This design comes from an exercise in tuning for small area on the open sky130 flow, not from production work. Function was checked by simulation only, so behaviour that the tests miss may differ from the original. The flow treats the clock pin as an ideal source, which a real chip does not have. Power and IR drop assume default switching activity.

**flow/design.v**
```verilog
module ws_core (
    input  wire       clk,
    input  wire       rst,           
    input  wire [2:0] pins,          
    input  wire       adc_eoc,
    input  wire [7:0] adc_drl,
    input  wire [7:0] adc_drh,
    output reg        adc_ch,
    output reg        adc_en,
    output wire       adc_start,
    input  wire       exec,          
    input  wire [2:0] cmd,           
    input  wire       cur_clr,       
    input  wire       cur_adv,       
    input  wire [2:0] bitidx,        
    output wire       txbit,
    output wire       host_ready
);
    localparam [1:0] M_FF    = 2'd0;
    localparam [1:0] M_SMALL = 2'd1;
    localparam [1:0] M_AA    = 2'd2;
    localparam [1:0] M_DATA  = 2'd3;
    localparam [13:0] T_INIT = 14'h00b7;
    localparam [13:0] T_MASK = 14'h2abf;
    reg  [2:0]  sync1, sync2, port, snap;
    reg         data_ready, running;
    reg  [13:0] timer;
    reg  [1:0]  start_seq;
    reg  [15:0] rain, wind;
    reg  [9:0]  uv, dir;
    reg         reset_code;
    reg  [1:0]  mode;
    reg  [7:0]  t0, t1, t2, t3, t5, t7;
    reg  [1:0]  t4, t6;
    reg  [3:0]  cursor;
    wire c1 = exec && cmd == 3'd1;
    wire c2 = exec && cmd == 3'd2;
    wire c3 = exec && cmd == 3'd3;
    wire c4 = exec && cmd == 3'd4;
    wire c5 = exec && cmd == 3'd5;
    wire rtc_fall  = snap[0] && !port[0];
    wire rain_rise = !snap[1] && port[1];
    wire wind_rise = !snap[2] && port[2];
    wire cs     = c2 || rtc_fall;                  
    wire expire = running && ((timer & T_MASK) == 14'd0);
    wire en_i   = cs || adc_en;
    wire ch_i   = !cs && adc_ch;
    wire done   = adc_eoc && en_i;
    wire [9:0] adc_value = {adc_drh[1:0], adc_drl};
    wire snap_en = c3 && data_ready;
    wire rain_keep = !(rst || c5);
    wire wind_keep = !cs;
    wire rain_inc  = rain_rise && !rst;
    wire wind_inc  = wind_rise && (cs || running);
    reg  [15:0] n_rain, n_wind;
    reg         rc, wc;
    integer     i;
    always @* begin
        rc = rain_inc;
        wc = wind_inc;
        for (i = 0; i < 16; i = i + 1) begin
            n_rain[i] = (rain[i] ^ rc) && rain_keep;
            n_wind[i] = (wind[i] ^ wc) && wind_keep;
            rc = rc && rain[i];
            wc = wc && wind[i];
        end
        n_rain[0] = (rain[0] && rain_keep) ^ rain_inc;
        n_wind[0] = (wind[0] && wind_keep) ^ wind_inc;
    end
    always @(posedge clk) begin
        sync1 <= pins;
        sync2 <= sync1;
        port  <= sync2;
        snap  <= rst ? sync2 : port;
    end
    always @(posedge clk) begin
        timer <= cs ? T_INIT : {timer[12:0], timer[13] ^ timer[12]};
        wind  <= n_wind;
        rain  <= n_rain;
        if (snap_en) begin
            t0[7:1] <= rain[15:9];
            t1 <= rain[7:0];
            t2 <= wind[15:8];
            t3 <= wind[7:0];
            t4 <= dir[9:8];
            t5 <= dir[7:0];
            t6 <= uv[9:8];
            t7 <= uv[7:0];
        end
        if (snap_en)
            t0[0] <= rain[8];
        else if (c1)
            t0[0] <= reset_code;
        else if (c4)
            t0[0] <= data_ready;
        if (cur_clr)
            cursor <= 4'd0;
        else if (cur_adv && !cursor[3])
            cursor <= cursor + 4'd1;
    end
    always @(posedge clk) begin
        if (rst) begin
            data_ready <= 1'b0;
            running    <= 1'b0;
            start_seq  <= 2'd0;
            adc_ch     <= 1'b0;
            adc_en     <= 1'b0;
            uv         <= 10'd0;
            dir        <= 10'd0;
            reset_code <= 1'b1;
            mode       <= M_FF;
        end else begin
            if (cs) begin
                data_ready <= 1'b0;
                running    <= 1'b1;
            end else if (expire) begin
                data_ready <= 1'b1;
                running    <= 1'b0;
            end
            adc_ch <= done || ch_i;
            adc_en <= done ? !ch_i : en_i;
            if (cs || (done && !ch_i))
                start_seq <= 2'd3;
            else if (start_seq != 2'd0)
                start_seq <= start_seq - 2'd1;
            if (done && !ch_i)
                uv <= adc_value;
            if (done && ch_i)
                dir <= adc_value;
            if (c1)
                reset_code <= 1'b0;
            if (exec)
                mode <= c3 ? (data_ready ? M_DATA : M_AA) :
                        (c1 || c4) ? M_SMALL : M_FF;
        end
    end
    reg [7:0] dbyte;
    always @* begin
        case (cursor[2:0])
            3'd0: dbyte = t0;
            3'd1: dbyte = t1;
            3'd2: dbyte = t2;
            3'd3: dbyte = t3;
            3'd4: dbyte = {6'd0, t4};
            3'd5: dbyte = t5;
            3'd6: dbyte = {6'd0, t6};
            default: dbyte = t7;
        endcase
    end
    reg tb;
    always @* begin
        if (cursor[3])
            tb = 1'b1;
        else case (mode)
            M_DATA:  tb = dbyte[bitidx];
            M_AA:    tb = bitidx[0];
            M_SMALL: tb = (cursor[2:0] == 3'd0) ? (bitidx == 3'd0 && t0[0]) : 1'b1;
            default: tb = 1'b1;
        endcase
    end
    assign txbit = tb;
    assign adc_start  = start_seq[0];
    assign host_ready = data_ready;
endmodule
module ws_i2c #(
    parameter [6:0] I2C_ADDR = 7'h50
) (
    input  wire       clk,
    input  wire       rst,           
    input  wire [2:0] pins,
    input  wire       adc_eoc,
    input  wire [7:0] adc_drl,
    input  wire [7:0] adc_drh,
    output wire       adc_ch,
    output wire       adc_en,
    output wire       adc_start,
    input  wire       scl,           
    input  wire       sda,           
    output wire       sda_oe,        
    output wire       host_ready
);
    localparam [2:0] S_IDLE  = 3'd0;
    localparam [2:0] S_ADDR  = 3'd6;
    localparam [2:0] S_RX    = 3'd4;
    localparam [2:0] S_ACK   = 3'd1;
    localparam [2:0] S_MACK  = 3'd3;
    localparam [2:0] S_TX    = 3'd2;    
    reg        scl_s1, scl_s2, scl_q;
    reg        sda_s1, sda_s2, sda_q;
    reg  [2:0] state;
    reg  [3:0] bitcnt;
    reg        pfx;          
    reg  [2:0] sh;           
    reg        srx;          
    reg        taken;        
    reg  [2:0] cmd;          
    reg        pend1, pend2;
    wire       txbit;
    wire start_det = scl_s2 && scl_q && sda_q && !sda_s2;
    wire stop_det  = scl_s2 && scl_q && !sda_q && sda_s2;
    wire scl_rise  = scl_s2 && !scl_q;
    wire scl_fall  = !scl_s2 && scl_q;
    wire in_addr   = (state == S_ADDR);
    wire in_rx     = (state == S_RX);
    wire in_tx     = (state == S_TX);
    wire shifting  = in_addr || in_rx;
    wire mid_byte  = (shifting && (bitcnt[3] || bitcnt[2] || bitcnt[1])) ||
                     (in_tx && (bitcnt[2:0] != 3'd0));
    wire bit8      = bitcnt[3];
    wire match     = pfx && !sh[2] && !sh[1];
    wire addr_ev   = scl_fall && !start_det && !stop_det && in_addr && bit8;
    wire write_ev  = scl_fall && !start_det && !stop_det && in_rx && bit8;
    wire tx_end    = scl_fall && !start_det && !stop_det && in_tx && (bitcnt[2:0] == 3'd7);
    wire exp_bit   = in_addr && (bitcnt[2:0] == 3'd0 || bitcnt[2:0] == 3'd2);
    wire pfx_cmp   = bitcnt[3] || (bitcnt[2] && (bitcnt[1] || bitcnt[0])) || (sda_s2 == exp_bit);
    always @(posedge clk) begin
        scl_s1 <= scl;
        scl_s2 <= scl_s1;
        scl_q  <= scl_s2;
        sda_s1 <= sda;
        sda_s2 <= sda_s1;
        sda_q  <= sda_s2;
    end
    always @(posedge clk) begin
        if (rst) begin
            state <= S_IDLE;
        end else if (start_det) begin
            state  <= S_ADDR;
            bitcnt <= 4'd0;
        end else if (stop_det) begin
            state  <= S_IDLE;
        end else if (scl_rise) begin
            if (shifting || state == S_MACK) begin
                sh     <= {sh[1:0], sda_s2};
                pfx    <= (pfx || bitcnt == 4'd0) && pfx_cmp;
                bitcnt <= bitcnt + 4'd1;
            end
        end else if (scl_fall) begin
            case (state)
                S_ADDR: if (bit8) state <= match ? S_ACK : S_IDLE;
                S_RX:   if (bit8) state <= S_ACK;
                S_ACK: begin
                    bitcnt <= srx ? 4'd0 : 4'd14;
                    state  <= srx ? S_RX : S_TX;
                end
                S_TX: begin
                    bitcnt <= bitcnt + 4'd1;
                    if (bitcnt[2:0] == 3'd7)
                        state <= S_MACK;
                end
                S_MACK: begin
                    bitcnt <= 4'd14;
                    state  <= sh[0] ? S_IDLE : S_TX;
                end
                default: ;
            endcase
        end else if (in_tx && bitcnt[3]) begin
            bitcnt <= bitcnt + 4'd1;
        end
    end
    always @(posedge clk) begin
        if (rst) begin
            srx   <= 1'b0;
            cmd   <= 3'd0;
            pend1 <= 1'b0;
            pend2 <= 1'b0;
        end else begin
            pend1 <= stop_det && !mid_byte && srx;
            pend2 <= pend1;
            if (start_det ? mid_byte : stop_det)
                srx <= 1'b0;
            else if (addr_ev)
                srx <= match && !sh[0];
            if (addr_ev)
                taken <= 1'b0;
            if (write_ev) begin
                taken <= 1'b1;
                if (!taken)
                    cmd <= pfx ? sh : 3'd0;
            end
        end
    end
    assign sda_oe = (state == S_ACK) || (in_tx && !bitcnt[3] && !txbit);
    ws_core core (
        .clk(clk), .rst(rst), .pins(pins),
        .adc_eoc(adc_eoc), .adc_drl(adc_drl), .adc_drh(adc_drh),
        .adc_ch(adc_ch), .adc_en(adc_en), .adc_start(adc_start),
        .exec(pend2), .cmd(cmd),
        .cur_clr(addr_ev), .cur_adv(tx_end), .bitidx(~bitcnt[2:0]),
        .txbit(txbit),
        .host_ready(host_ready)
    );
endmodule
```
**flow/flow/run.sh**
```bash
#!/bin/bash
# Standard layout, with the port buffers as buf_1, a clock tree without dummy loads, and
# clock buffers made smaller after CTS where the flip-flops' clock slew stays low.
set -euo pipefail
export BUFFER_PORTS_ARGS="-buffer_cell sky130_fd_sc_hd__buf_1"
export CTS_ARGS="-sink_clustering_enable -repair_clock_nets -dont_use_dummy_load -buf_list sky130_fd_sc_hd__clkbuf_8 -sink_clustering_size 30 -sink_clustering_max_diameter 80"
export POST_CTS_TCL="$PWD/flow/downsize.tcl"
export MY_CTS_SLEW_PS=108
bash standard.sh > standard.log 2>&1
```
**flow/flow/downsize.tcl**
```tcl
# Downsize clock buffers where the flip-flop clock pins' slew stays under a limit.
set ds_limit [expr {[info exists ::env(MY_CTS_SLEW_PS)] ? $::env(MY_CTS_SLEW_PS) : 110}]
proc ds_worst {} {
  set w 0
  foreach pin [all_registers -clock_pins -edge_triggered] {
    foreach e {rise fall} { foreach a {min max} {
      set s [get_property $pin slew_${a}_$e]
      set w [expr {max($w, [sta::time_ui_sta $s] * 1e12)}]
    } }
  }
  return $w
}
estimate_parasitics -placement
puts "downsize: worst clock pin slew [ds_worst] ps before"
foreach size {4 2} {
  foreach inst [get_cells -quiet clkbuf_*] {
    set m [get_property $inst ref_name]
    if {![regexp {clkbuf_(\d+)$} $m -> cur] || $cur <= $size} { continue }
    replace_cell $inst sky130_fd_sc_hd__clkbuf_$size
    set w [ds_worst]
    if {$w > $ds_limit} {
      replace_cell $inst $m
    } else {
      puts "downsize: [get_name $inst] $m -> clkbuf_$size ($w ps)"
    }
  }
}
puts "downsize: worst clock pin slew [ds_worst] ps after"
```
**flow/standard.sh**
```bash
#!/bin/bash
# synth_recipe.tcl (not shown) runs the flow's synth.tcl, then flattens the netlist and writes it again
# the make line also repeats each setting of config.mk as NAME=value (left out here)
make -C /OpenROAD-flow-scripts/flow DESIGN_CONFIG=/design/flow/config.mk WORK_HOME=/design/flow/orfs CLKGATE_MAP_FILE= SYNTH_SCRIPT=/design/flow/synth_recipe.tcl "${@:-finish}"
```
**flow/config.mk**
```make
export PLATFORM = sky130hd
export DESIGN_NAME = ws_i2c
export DESIGN_NICKNAME = ws_i2c
export VERILOG_FILES = /design/flow/design.v
export SDC_FILE = /design/flow/constraint.sdc
export NUM_CORES = 4
export LEC_CHECK = 0
export CAP_MARGIN = 0
export CORE_MARGIN = 2
export CORE_UTILIZATION = 40
export SLEW_MARGIN = 0
```
**flow/constraint.sdc**
```tcl
create_clock -name core_clock -period 10.0 [get_ports {clk}]
set_input_delay 2.0000 -clock core_clock [delete_from_list [all_inputs] [get_ports {clk}]]
set_output_delay 2.0000 -clock core_clock [all_outputs]
set_load 0.01 [all_outputs]
```
==> impl_metrics.ini, run 1 <==
[timing]
setup_viol = 0
drv_slew = 0
setup-tns-final_ns = 0
slew_headroom_pct = 23.4
clock_skew_ns = 0.0393
finalHoldViolCount = 0
finalCritPeriodShare_pct = 57.5
max_freq_mhz = 174
rsz0062_at_grt = false
fin_crit_ns = 5.75
tightest_slew_ns = 1.15

[run_status]
status = timing/DRC/antenna clean

[floorplanning]
fp.dieW_um = 131
core_um2 = 15800
num_rows = 46
die-area_um2 = 17200
die_y_um = 131
ioPinCount = 29
initial_core_util_pct = 40.7

[synth]
netlist_area_um2 = 6450
synth_most_common_cell = dfxtp_1
synthFlopType = dfxtp_1
async_reset_ff_share_pct = 0
ys_types = 61
synth_cells = 546
syn_nets = 608
yosysTopAreaCell = dfxtp_1
synth_area_leaders = dfxtp_1 (33%), edfxtp_1 (28%), ha_1 (7.4%)
netlist.area_leader.share_pct = 32.9
yosysSeqAreaShare_pct = 61.3
synth-seq-cells = 167
synth_common_cells = dfxtp_1 (106), edfxtp_1 (61), nand2_1 (47)
avgSynthCellArea_um2 = 11.8
synth_warnings = 2
synth_edf_count = 61

[worst_setup_path]
cp_cell_sequence = inv_1 -> ha_1 -> or4_4 -> o21ai_0 -> o221ai_1 -> a2111oi_2 -> buf_1
start_kind = register
path_class = register to primary output
cp-end-kind = primary output
arrival_ns = 3.75
required_ns = 8.00
crit_family = compound AO/OA/AOI/OAI gates
worst-path-buf-inv = 2
worstPathMaxFanout = 16
critPathMaxStageDelay_ns = 0.67
critical_path.slowest_cell = dfxtp_1

[pwr]
leakagePower_uw = 0.00265
power_density_nw_per_um2 = 164
max-vdd-ir-drop_mv = 0.109
finalPower_uw = 1130

[place]
port_buffers = 22
gp_congestion = 0.818
hpwl_mm = 8.38

[route]
drt-total-wl_mm = 12.2
dr.pass1.iters = 5
vias_per_cell = 5.08
wire_per_inst_um = 15.6
drc = 0
drtIter0Drc = 264
antenna_left = 0
dr_total_vias = 3966

[clocking]
cts_num_sinks = 167
cts_tree = yes
clk_latency_ns = 0.72
clk_pin_slew_ns = 0.10

[flow_run]
maxCapViolCount = 0

[grt]
grt_max_degree = 52
antenna_found_initial = 0
gr-total-overflow = 0
grt_pass1_vias = 3925
grt_pass1_wl_mm = 20.0
grt_usage_pct = 15.5

[finish]
diodes = 0
nNetsFinal = 628
areaGrowthSynthToFinish_pct = 6.81
drive_gt1_share_pct = 6.38

[worst_hold_path]
hp-class = register to register
[report_power, final]
part / switching, uW / total, uW / internal (uW)
clock network: 190 / 295 / 105
registers: 18.7 / 742 / 723
logic: 57.6 / 96.4 / 38.8
total: 266 / 1130 / 867
[per-layer routing]
| layer | GRT usage [%] | wire [um] |
|---|---|---|
| met4 | 4.94 | 62 |
| met2 | 25.8 | 6070 |
| met1 | 19.6 | 5490 |
| met3 | 4.32 | 548 |
| met5 | 0 | 0 |
[cell type report]
class,instances,area (um^2)
Fill cell,1491,8940
Sequential cell,167,3950
Multi-Input combinational cell,341,2330
Tap cell,216,270
Clock buffer,17,169
Timing Repair Buffer,26,114
Inverter,13,48.8
[worst paths after layout]
path	startpoint	endpoint	slack (ns)	cells after the start
max	core.cursor[2]	sda_oe	4.25	7
min reg2reg	core.sync1[0]	core.sync2[0]	0.34	0
min	core.sync1[0]	core.sync2[0]	0.34	0
max reg2reg	cmd[2]	core.wind[15]	5.78	19
[cell usage in the layout, fill, tap and decap left out, types with 3 or more instances in the layout]
master	n
a22oi_1	3
xor2_1	3
buf_1	21
nand2_1	47
inv_1	12
xnor2_1	5
mux2_2	5
o21ai_0	12
o211ai_1	3
edfxtp_1	61
and2_1	37
buf_4	4
nor4_1	3
nand3_1	13
nor3_1	10
dfxtp_1	106
nor2b_1	9
a21oi_1	25
a211oi_1	11
nor2_1	39
mux2i_1	14
a222oi_1	8
a31oi_1	3
clkbuf_4	9
nor3b_1	3
nand2b_1	9
clkbuf_8	7
ha_1	38
o21a_1	4
[cell families after synthesis]
logic type               count (synthesis)  share of synthesized area, %
AND/OR/NAND/NOR                        183                          14.4
flip-flops                             167                          61.3
AO/OA/AOI/OAI                           93                          10.2
buffers and inverters                   38                          2.54
adder cells (fa/ha/maj)                 38                          7.37
multiplexers                            19                          3.05
XOR/XNOR                                 8                          1.09
[state kept, by name (all words and copies together), names as in the netlist, 4 cells and up]
signal,cells
core.t0,8
core.cursor,4
core.t1,8
core.timer,14
core.wind,16
core.t5,8
core.t2,8
core.t3,8
core.rain,16
bitcnt,4
core.dir,10
core.t7,8
core.uv,10
[per-stage QoR]
step	util [%]	worst slack [ns]	cell area (um^2)	hold WS, ns	instances
floorplan	-	4.49	6450	0.310	546
global placement	42.4	3.99	6720	0.310	763
detailed placement	42.4	3.97	6720	0.315	763
global route	43.5	3.94	6890	0.344	780
finish	43.5	4.25	6890	0.335	780
==> run 2: changes to the inputs <==
--- a/flow/design.v
+++ b/flow/design.v
@@ -21,9 +21,10 @@
     localparam [1:0] M_AA    = 2'd2;
     localparam [1:0] M_DATA  = 2'd3;
     localparam [13:0] T_INIT = 14'h00b7;
+    localparam [13:0] T_PARK = 14'h00f6;
     localparam [13:0] T_MASK = 14'h2abf;
     reg  [2:0]  sync1, sync2, port, snap;
-    reg         data_ready, running;
+    reg         data_ready;
     reg  [13:0] timer;
     reg  [1:0]  start_seq;
     reg  [15:0] rain, wind;
@@ -42,7 +43,7 @@
     wire rain_rise = !snap[1] && port[1];
     wire wind_rise = !snap[2] && port[2];
     wire cs     = c2 || rtc_fall;                  
-    wire expire = running && ((timer & T_MASK) == 14'd0);
+    wire expire = !data_ready && ((timer & T_MASK) == 14'd0);
     wire en_i   = cs || adc_en;
     wire ch_i   = !cs && adc_ch;
     wire done   = adc_eoc && en_i;
@@ -51,7 +52,7 @@
     wire rain_keep = !(rst || c5);
     wire wind_keep = !cs;
     wire rain_inc  = rain_rise && !rst;
-    wire wind_inc  = wind_rise && (cs || running);
+    wire wind_inc  = wind_rise && (cs || !data_ready);
     reg  [15:0] n_rain, n_wind;
     reg         rc, wc;
     integer     i;
@@ -74,7 +75,7 @@
         snap  <= rst ? sync2 : port;
     end
     always @(posedge clk) begin
-        timer <= cs ? T_INIT : {timer[12:0], timer[13] ^ timer[12]};
+        timer <= rst ? T_PARK : cs ? T_INIT : {timer[12:0], timer[13] ^ timer[12]};
         wind  <= n_wind;
         rain  <= n_rain;
         if (snap_en) begin
@@ -101,7 +102,6 @@
     always @(posedge clk) begin
         if (rst) begin
             data_ready <= 1'b0;
-            running    <= 1'b0;
             start_seq  <= 2'd0;
             adc_ch     <= 1'b0;
             adc_en     <= 1'b0;
@@ -110,13 +110,10 @@
             reset_code <= 1'b1;
             mode       <= M_FF;
         end else begin
-            if (cs) begin
+            if (cs)
                 data_ready <= 1'b0;
-                running    <= 1'b1;
-            end else if (expire) begin
+            else if (expire)
                 data_ready <= 1'b1;
-                running    <= 1'b0;
-            end
             adc_ch <= done || ch_i;
             adc_en <= done ? !ch_i : en_i;
             if (cs || (done && !ch_i))
--- a/flow/config.mk
+++ b/flow/config.mk
@@ -5,7 +5,7 @@
 export SDC_FILE = /design/flow/constraint.sdc
 export NUM_CORES = 4
 export LEC_CHECK = 0
-export CAP_MARGIN = 0
+export CAP_MARGIN = 20
 export CORE_MARGIN = 2
 export CORE_UTILIZATION = 40
-export SLEW_MARGIN = 0
+export SLEW_MARGIN = 20
==> run 2 against run 1 <==
Compared with the run above: fmax barely moved; critical endpoint unchanged; highest routed layer unchanged; still clean on timing, DRC and antenna; synthesized cell count grew 0.55%; critical path depth grew 2; setup slack worse by 0.0012 ns.
==> impl_metrics.ini, run 2 <==
[run_status]
status = timing/DRC/antenna clean

[synth]
synth_area_leaders = dfxtp_1 (33%), edfxtp_1 (29%), ha_1 (7.4%)
ys_types = 54
netlist_area_um2 = 6380
synth_most_common_cell = dfxtp_1
yosysSeqAreaShare_pct = 61.6
synth-seq-cells = 166
synth_warnings = 2
synth_cells = 549
async_reset_ff_share_pct = 0
synth_edf_count = 61
avgSynthCellArea_um2 = 11.6
yosysTopAreaCell = dfxtp_1
synthFlopType = dfxtp_1
synth_common_cells = dfxtp_1 (105), edfxtp_1 (61), nand2_1 (49)
netlist.area_leader.share_pct = 32.9
syn_nets = 611

[floorplanning]
ioPinCount = 29
num_rows = 46
initial_core_util_pct = 40.5
fp.dieW_um = 130
core_um2 = 15800
die-area_um2 = 17000
die_y_um = 130

[place]
port_buffers = 22
dp_cells = 768
gp_congestion = 0.852
hpwl_mm = 8.59

[clocking]
clk_pin_slew_ns = 0.09
cts_tree = yes
cts_num_sinks = 166
clk_latency_ns = 0.72

[grt]
gr-total-overflow = 0
grt_max_degree = 52
grt_pass1_wl_mm = 19.8
antenna_found_initial = 0
grt_usage_pct = 15.4
grt_pass1_vias = 3872

[route]
dr.pass1.iters = 5
drtIter0Drc = 214
wire_per_inst_um = 15.6
dr_total_vias = 4014
drc = 0
drt-total-wl_mm = 12.3
antenna_left = 0
vias_per_cell = 5.11

[worst_hold_path]
hold_depth = 0
min_to = core.sync2[2]
min_from = core.sync1[2]
hp-class = register to register

[pwr]
leakagePower_uw = 0.00266
combPwrFrac_pct = 7.9
sw_frac_of_total_pct = 23.3
power_density_nw_per_um2 = 163
p_switching_uw = 261
power.internal_uw = 858
max-vdd-ir-drop_mv = 0.0919
pwr-share-seq_pct = 65.5
clkPwrFrac_pct = 26.6

[worst_setup_path]
critPathMaxStageDelay_ns = 0.73
cp_cell_sequence = inv_1 -> ha_1 -> or4_4 -> or3_1 -> nand4_1 -> a211oi_1 -> a2111oi_1 -> a211o_1 -> buf_1
r2r_end = core.wind[15]
ff2ff_setup_slack_ns = 5.77
arrival_ns = 3.75
worstPathMaxFanout = 18
cp-end-kind = primary output
required_ns = 8.00
r2r_cells = 20
path_class = register to primary output
r2r_start = cmd[2]
start_kind = register
critical_path.slowest_cell = dfxtp_1

[timing]
fin_crit_ns = 5.75
tightest_slew_ns = 0.674
holdWs_ns = 0.330
clock_skew_ns = 0.0334
finalHoldViolCount = 0
slew_headroom_pct = 54.7
setup-tns-final_ns = 0
finalCritPeriodShare_pct = 57.5
drv_slew = 0
setup_viol = 0
rsz0062_at_grt = false
max_freq_mhz = 174

[finish]
nNetsFinal = 633
final_cell_mix = dfxtp_1 (105), edfxtp_1 (61), nand2_1 (49)
areaGrowthSynthToFinish_pct = 7.35
fin_cells = 785
mostFrequentLayoutCell = dfxtp_1
largest_registers = core.rain: 16 flops, core.wind: 16 flops, core.timer: 14 flops
diodes = 0
fillerInstances = 1540
drive_gt1_share_pct = 5.98

[flow_run]
maxCapViolCount = 0
-- run 2: changes by cell type after synthesis, moves of 3 or more --
cell      delta
a31oi_1      +4
and3_1       +3
a222oi_1     -3
nor3_1       -3
o211ai_1     -3
or3_1        +7
nor2b_1      -3
nand2b_1     -5
nand3_1      -3
a21oi_1     +12
inv_1        +4
-- run 2: area by class of cell --
class                      count  area (um^2)  area share, %
multi-input combinational    343         2300           33.6
clock buffer                  17          169           2.46
sequential                   166         3930           57.4
timing repair buffer          27          121           1.77
tap                          216          270           3.94
inverter                      16         60.1          0.876
-- run 2: worst max-delay path: cells and delay by family, from the launching register on --
family                     cells  cell delay (ns)
AOI/OAI and AO/OA              3             0.68
adders and majority gates      1             0.37
buffers and inverters          2             0.38
DFF                            1             0.73
and+or+nand+nor                3             0.88
-- run 2: how the worst max path moves through the flow --
stage | startpoint | end | depth (start not counted)
finish | core.cursor[2] | sda_oe | 9
global route | core.cursor[2] | sda_oe | 9
detailed placement | rst | core.rain[15] | 19
global placement | rst | core.rain[15] | 19
floorplan | rst | core.rain[15] | 19
-- run 2: through the flow --
step                      utilization, %  setup WS (ns)  cell area (um^2)  total power (uW)
after detailed placement            42.4           4.20              6680               836
after global placement              42.4           4.23              6680               832
after global routing                43.5           3.90              6850              1170
after floorplan                        -           4.55              6380               809
final                               43.5           4.25              6850              1120
-- run 2: power by group through the flow --
stage	Clock [uW]	Combinational [uW]	Sequential, uW
floorplan	0	68.3	741
global placement	0	85.0	747
detailed placement	0	87.8	749
global route	338	99.6	736
finish	298	88.2	733
-- run 2: logic make-up (layout without fill, tap and decap cells) --
family,Yosys count,count (layout),share of synthesized area [%]
flops,166,166,61.6
buf+inv,40,60,2.49
xor+xnor,8,8,1.10
simple gates,178,178,14.1
mux,20,20,3.25
compound gates,99,99,10.0
fa+ha+maj,38,38,7.45
-- run 2: per-layer routing --
metal	routed length [um]	vias to the layer above	part of all wire [%]	GRT usage (%)
met5	0	-	0	0
met4	114	0	0.93	5.07
met3	455	6	3.7	4.35
met2	6150	75	50	25.4
met1	5540	1936	45	19.6
li1	-	1997	-	-
==> run 3: changes to the inputs <==
==> flow/flow/run.sh (replaced) <==
#!/bin/bash
# Standard layout, with the port buffers as buf_1, a clock tree without dummy loads, and
# clock buffers and logic cells made smaller after CTS where slew and timing allow.
set -euo pipefail
export BUFFER_PORTS_ARGS="-buffer_cell sky130_fd_sc_hd__buf_1"
export CTS_ARGS="-sink_clustering_enable -repair_clock_nets -dont_use_dummy_load -buf_list sky130_fd_sc_hd__clkbuf_8 -sink_clustering_size 30 -sink_clustering_max_diameter 80"
export POST_CTS_TCL="$PWD/flow/post_cts.tcl"
export MY_CTS_SLEW_PS=108
bash standard.sh > standard.log 2>&1
==> flow/flow/post_cts.tcl (new file) <==
# After CTS: smaller clock buffers, then smaller logic cells, where timing allows.
source [file join [file dirname [info script]] downsize.tcl]
source [file join [file dirname [info script]] shrink.tcl]
==> flow/flow/shrink.tcl (new file) <==
# Give logic cells the smallest drive strength of their family that keeps timing, slew and
# capacitance clean (the layout has several ns of setup slack).
set sh_min_slack [expr {[info exists ::env(MY_SHRINK_SLACK_NS)] ? $::env(MY_SHRINK_SLACK_NS) : 2.0}]
estimate_parasitics -placement
proc sh_ok {} {
  global sh_min_slack
  if {[sta::max_slew_violation_count] > 0} { return 0 }
  if {[sta::max_capacitance_violation_count] > 0} { return 0 }
  if {[worst_slack -max] < $sh_min_slack} { return 0 }
  if {[worst_slack -min] < 0.1} { return 0 }
  return 1
}
set saved 0.0
if {[sh_ok]} {
  foreach inst [get_cells *] {

    set m [get_property $inst ref_name]
    if {![regexp {^(sky130_fd_sc_hd__([a-z0-9]+))_(\d+)$} $m -> fam base drive]} { continue }
    if {[regexp {^(e?df|dl|sdf|clkbuf|clkinv|clkdly|dly|probe|lpflow|tap|fill|decap|conb)} $base]} { continue }
    set a0 [get_property [get_lib_cells $m] area]
    set cands {}
    foreach lc [get_lib_cells ${fam}_*] {
      set n [get_name $lc]
      if {![regexp "^${fam}_\\d+\$" $n]} { continue }
      set a [get_property $lc area]
      if {$a < $a0} { lappend cands [list $a $n] }
    }
    foreach c [lsort -real -index 0 $cands] {
      replace_cell $inst [lindex $c 1]
      if {[sh_ok]} {
        set saved [expr {$saved + $a0 - [lindex $c 0]}]
        puts "shrink: [get_name $inst] $m -> [lindex $c 1]"
        break
      }
      replace_cell $inst $m
    }
  }
}
puts "shrink: saved $saved um2"
==> run 3 against run 2 <==
Compared with the run above: the flow now stops in clock tree synthesis; area after synthesis unchanged; synthesized cell count is the same.
==> impl_metrics.ini, run 3 <==
[synth]
synth_warnings = 2
netlist.area_leader.share_pct = 32.9
synth_cells = 549
synth-seq-cells = 166
avgSynthCellArea_um2 = 11.6
ys_types = 54
async_reset_ff_share_pct = 0
synth_common_cells = dfxtp_1 (105), edfxtp_1 (61), nand2_1 (49)
netlist_area_um2 = 6380
syn_nets = 611
synthFlopType = dfxtp_1
yosysSeqAreaShare_pct = 61.6
synth_area_leaders = dfxtp_1 (33%), edfxtp_1 (29%), ha_1 (7.4%)
synth_edf_count = 61
synth_most_common_cell = dfxtp_1
yosysTopAreaCell = dfxtp_1

[place]
placed_cell_area_um2 = 6680
gp_congestion = 0.852
hpwl_mm = 8.59
dp_cells = 768
port_buffers = 22

[floorplanning]
ioPinCount = 29
num_rows = 46
fp.dieW_um = 130
initial_core_util_pct = 40.5
die_y_um = 130

[run_status]
error = Error: cts.tcl, 90 can't read "sh_min_slack": no such variable
stop_stage = clock tree synthesis
status = stopped before the end

[clocking]
cts_num_sinks = 166
run 3: power groups by stage:
stage / Clock [uW] / Combinational [uW] / Sequential [uW]
3_3_place_gp: 0 / 85.0 / 747
2_1_floorplan: 0 / 68.3 / 741
3_5_place_dp: 0 / 87.8 / 749
run 3: stage by stage:
step           worst slack (ns)  utilization, %  power (uW)
3_5_place_dp               4.20            42.4         836
3_3_place_gp               4.23            42.4         832
2_1_floorplan              4.55               -         809
run 3: worst max path at each step:
stage | from | to | slack (ns) | cells past startpoint
after floorplan | rst | core.rain[15] | 4.55 | 19
after global placement | rst | core.rain[15] | 4.23 | 19
after detailed placement | rst | core.rain[15] | 4.20 | 19
run 3: logic make-up after synthesis:
logic type / Yosys count / share of synthesized area [%]
AND/OR/NAND/NOR: 178 / 14.1
flip-flops: 166 / 61.6
AO/OA/AOI/OAI: 99 / 10.0
buffers and inverters: 40 / 2.49
adder cells (fa/ha/maj): 38 / 7.45
multiplexers: 20 / 3.25
XOR/XNOR: 8 / 1.10
==> run 4: changes to the inputs <==
--- a/flow/flow/shrink.tcl
+++ b/flow/flow/shrink.tcl
@@ -1,12 +1,11 @@
 # Give logic cells the smallest drive strength of their family that keeps timing, slew and
 # capacitance clean (the layout has several ns of setup slack).
-set sh_min_slack [expr {[info exists ::env(MY_SHRINK_SLACK_NS)] ? $::env(MY_SHRINK_SLACK_NS) : 2.0}]
+set ::sh_min_slack [expr {[info exists ::env(MY_SHRINK_SLACK_NS)] ? $::env(MY_SHRINK_SLACK_NS) : 2.0}]
 estimate_parasitics -placement
 proc sh_ok {} {
-  global sh_min_slack
   if {[sta::max_slew_violation_count] > 0} { return 0 }
   if {[sta::max_capacitance_violation_count] > 0} { return 0 }
-  if {[worst_slack -max] < $sh_min_slack} { return 0 }
+  if {[worst_slack -max] < $::sh_min_slack} { return 0 }
   if {[worst_slack -min] < 0.1} { return 0 }
   return 1
 }
==> run 4 against run 3 <==
Compared with the run above: now clean on timing, DRC and antenna; synthesized cell count did not move; area after synthesis did not move.
==> impl_metrics.ini, run 4 <==
[worst_hold_path]
hold_depth = 0
min_to = core.sync2[2]
min_from = core.sync1[2]
hp-class = register to register

[synth]
syn_nets = 611
synth_area_leaders = dfxtp_1 (33%), edfxtp_1 (29%), ha_1 (7.4%)
synth-seq-cells = 166
netlist.area_leader.share_pct = 32.9
yosysSeqAreaShare_pct = 61.6
synth_edf_count = 61
synthFlopType = dfxtp_1
synth_warnings = 2
ys_types = 54
synth_most_common_cell = dfxtp_1
yosysTopAreaCell = dfxtp_1
avgSynthCellArea_um2 = 11.6
synth_cells = 549
synth_common_cells = dfxtp_1 (105), edfxtp_1 (61), nand2_1 (49)
netlist_area_um2 = 6380
async_reset_ff_share_pct = 0

[floorplanning]
die-area_um2 = 17000
num_rows = 46
ioPinCount = 29
core_um2 = 15800
initial_core_util_pct = 40.5
fp.dieW_um = 130
die_y_um = 130

[clocking]
cts_tree = yes
cts_num_sinks = 166
clk_latency_ns = 0.72
clk_pin_slew_ns = 0.09

[pwr]
p_switching_uw = 260
clkPwrFrac_pct = 26.6
pwr-share-seq_pct = 65.6
leakagePower_uw = 0.00265
power_density_nw_per_um2 = 164
combPwrFrac_pct = 7.8
power.internal_uw = 857
max-vdd-ir-drop_mv = 0.0918
sw_frac_of_total_pct = 23.3

[grt]
antenna_found_initial = 0
grt_max_degree = 52
grt_usage_pct = 15.4
grt_pass1_wl_mm = 19.7
grt_pass1_vias = 3874
gr-total-overflow = 0

[route]
dr_total_vias = 4006
drc = 0
drtIter0Drc = 199
drt-total-wl_mm = 12.3
wire_per_inst_um = 15.6
dr.pass1.iters = 5
antenna_left = 0
vias_per_cell = 5.10

[timing]
setup-tns-final_ns = 0
drv_slew = 0
slew_headroom_pct = 35.8
holdWs_ns = 0.327
finalCritPeriodShare_pct = 58.6
max_freq_mhz = 171
setup_viol = 0
clock_skew_ns = 0.0341
rsz0062_at_grt = false
tightest_slew_ns = 0.963
finalHoldViolCount = 0
fin_crit_ns = 5.86

[finish]
nNetsFinal = 633
diodes = 0
final_cell_mix = dfxtp_1 (105), edfxtp_1 (61), nand2_1 (49)
drive_gt1_share_pct = 4.92
largest_registers = core.rain: 16 flops, core.wind: 16 flops, core.timer: 14 flops
areaGrowthSynthToFinish_pct = 7.00
mostFrequentLayoutCell = dfxtp_1

[run_status]
status = timing/DRC/antenna clean

[worst_setup_path]
r2r_cells = 20
ff2ff_setup_slack_ns = 5.23
required_ns = 8.00
arrival_ns = 3.86
r2r_start = cmd[2]
worstPathMaxFanout = 18
start_kind = register
path_class = register to primary output
r2r_end = core.wind[15]
cp-end-kind = primary output

[place]
hpwl_mm = 8.59
gp_congestion = 0.852
port_buffers = 22

[flow_run]
maxCapViolCount = 0
==> run 4: cell counts after synthesis <==
Identical to the previous run, type by type.
==> run 4: worst max-delay path, stage by stage (launching register included) <==
cell	delay, ns
dfxtp_1	0.73
inv_1	0.22
ha_1	0.36
or4_1	0.51
or3_1	0.33
nand4_1	0.10
a211oi_1	0.06
a2111oi_0	0.48
a211o_1	0.20
buf_1	0.16
==> run 4: metal layers <==
layer	vias up	wire length (um)	GRT usage [%]
met5	-	0	0
met4	0	133	5.26
met3	8	490	4.35
met2	83	6070	25.4
met1	1914	5570	19.5
li1	2001	-	-
==> run 4: cell families (layout without fill, tap and decap cells) <==
kind of cell    Yosys count  in the layout  share of synthesized area (%)
simple gates            178            178                           14.1
flops                   166            166                           61.6
compound gates           99             99                           10.0
buf+inv                  40             60                           2.49
fa+ha+maj                38             38                           7.45
mux                      20             20                           3.25
xor+xnor                  8              8                           1.10
==> run 4: worst max-delay path by stage <==
stage,start,end,slack (ns),cells past startpoint
6_report,core.cursor[2],sda_oe,4.14,9
5_1_grt,core.cursor[2],sda_oe,3.78,9
3_5_place_dp,rst,core.rain[15],4.20,19
3_3_place_gp,rst,core.rain[15],4.23,19
2_1_floorplan,rst,core.rain[15],4.55,19
==> run 4: power groups by stage <==
| stage | combinational (uW) | sequential [uW] | clock, uW |
|---|---|---|---|
| floorplan | 68.3 | 741 | 0 |
| global placement | 85.0 | 747 | 0 |
| detailed placement | 87.8 | 749 | 0 |
| global route | 98.1 | 736 | 338 |
| finish | 86.9 | 733 | 298 |
==> run 4: per-stage QoR <==
stage	cells	util [%]	power (uW)	instance area (um^2)	setup slack, ns
finish	785	43.3	1120	6830	4.14
global route	785	43.3	1170	6830	3.78
detailed placement	768	42.4	836	6680	4.20
global placement	768	42.4	832	6680	4.23
floorplan	549	-	809	6380	4.55
==> run 4: area by class of cell <==
type	instances	area, um^2
clock buffers	17	169
flip-flops and latches	166	3930
fillers	1543	8940
repair buffers	27	108
well taps	216	270
multi-input cells	343	2290
inverters	16	60.1

-- port drivers added, routing unchanged --
In the flow no input, the clock included, has a driving cell. The finished layouts below were timed again as built, in two steps.
Step 1 assumes that a clkbuf_16 drives the clock port and a buf_2 every other input.
Step 2, shift: input delay + t, output delay - t, t = (earliest + latest rising clock arrival at the registers) / 2. This alone moves slack from input paths to output paths.
Slacks: no drivers / after step 1 / after step 2; pairs: no drivers / after step 1.
| run | t (ns) | slack for setup (ns) | worst hold slack (ns) | clock arrival spread, ns |
|---|---|---|---|---|
| run 1 | 0.730 | 4.246 / 4.213 / 4.011 | 0.335 / 0.335 / 0.335 | 0.041 / 0.041 |
| run 2 | 0.731 | 4.245 / 4.213 / 4.196 | 0.330 / 0.330 / 0.330 | 0.037 / 0.038 |
| run 4 | 0.734 | 4.143 / 4.111 / 4.195 | 0.327 / 0.327 / 0.327 | 0.037 / 0.037 |
After both steps every run listed still meets setup and hold. For run 1, which loses most, drivers alone change the setup slack by -0.033 ns; drivers and shift together by -0.235 ns.
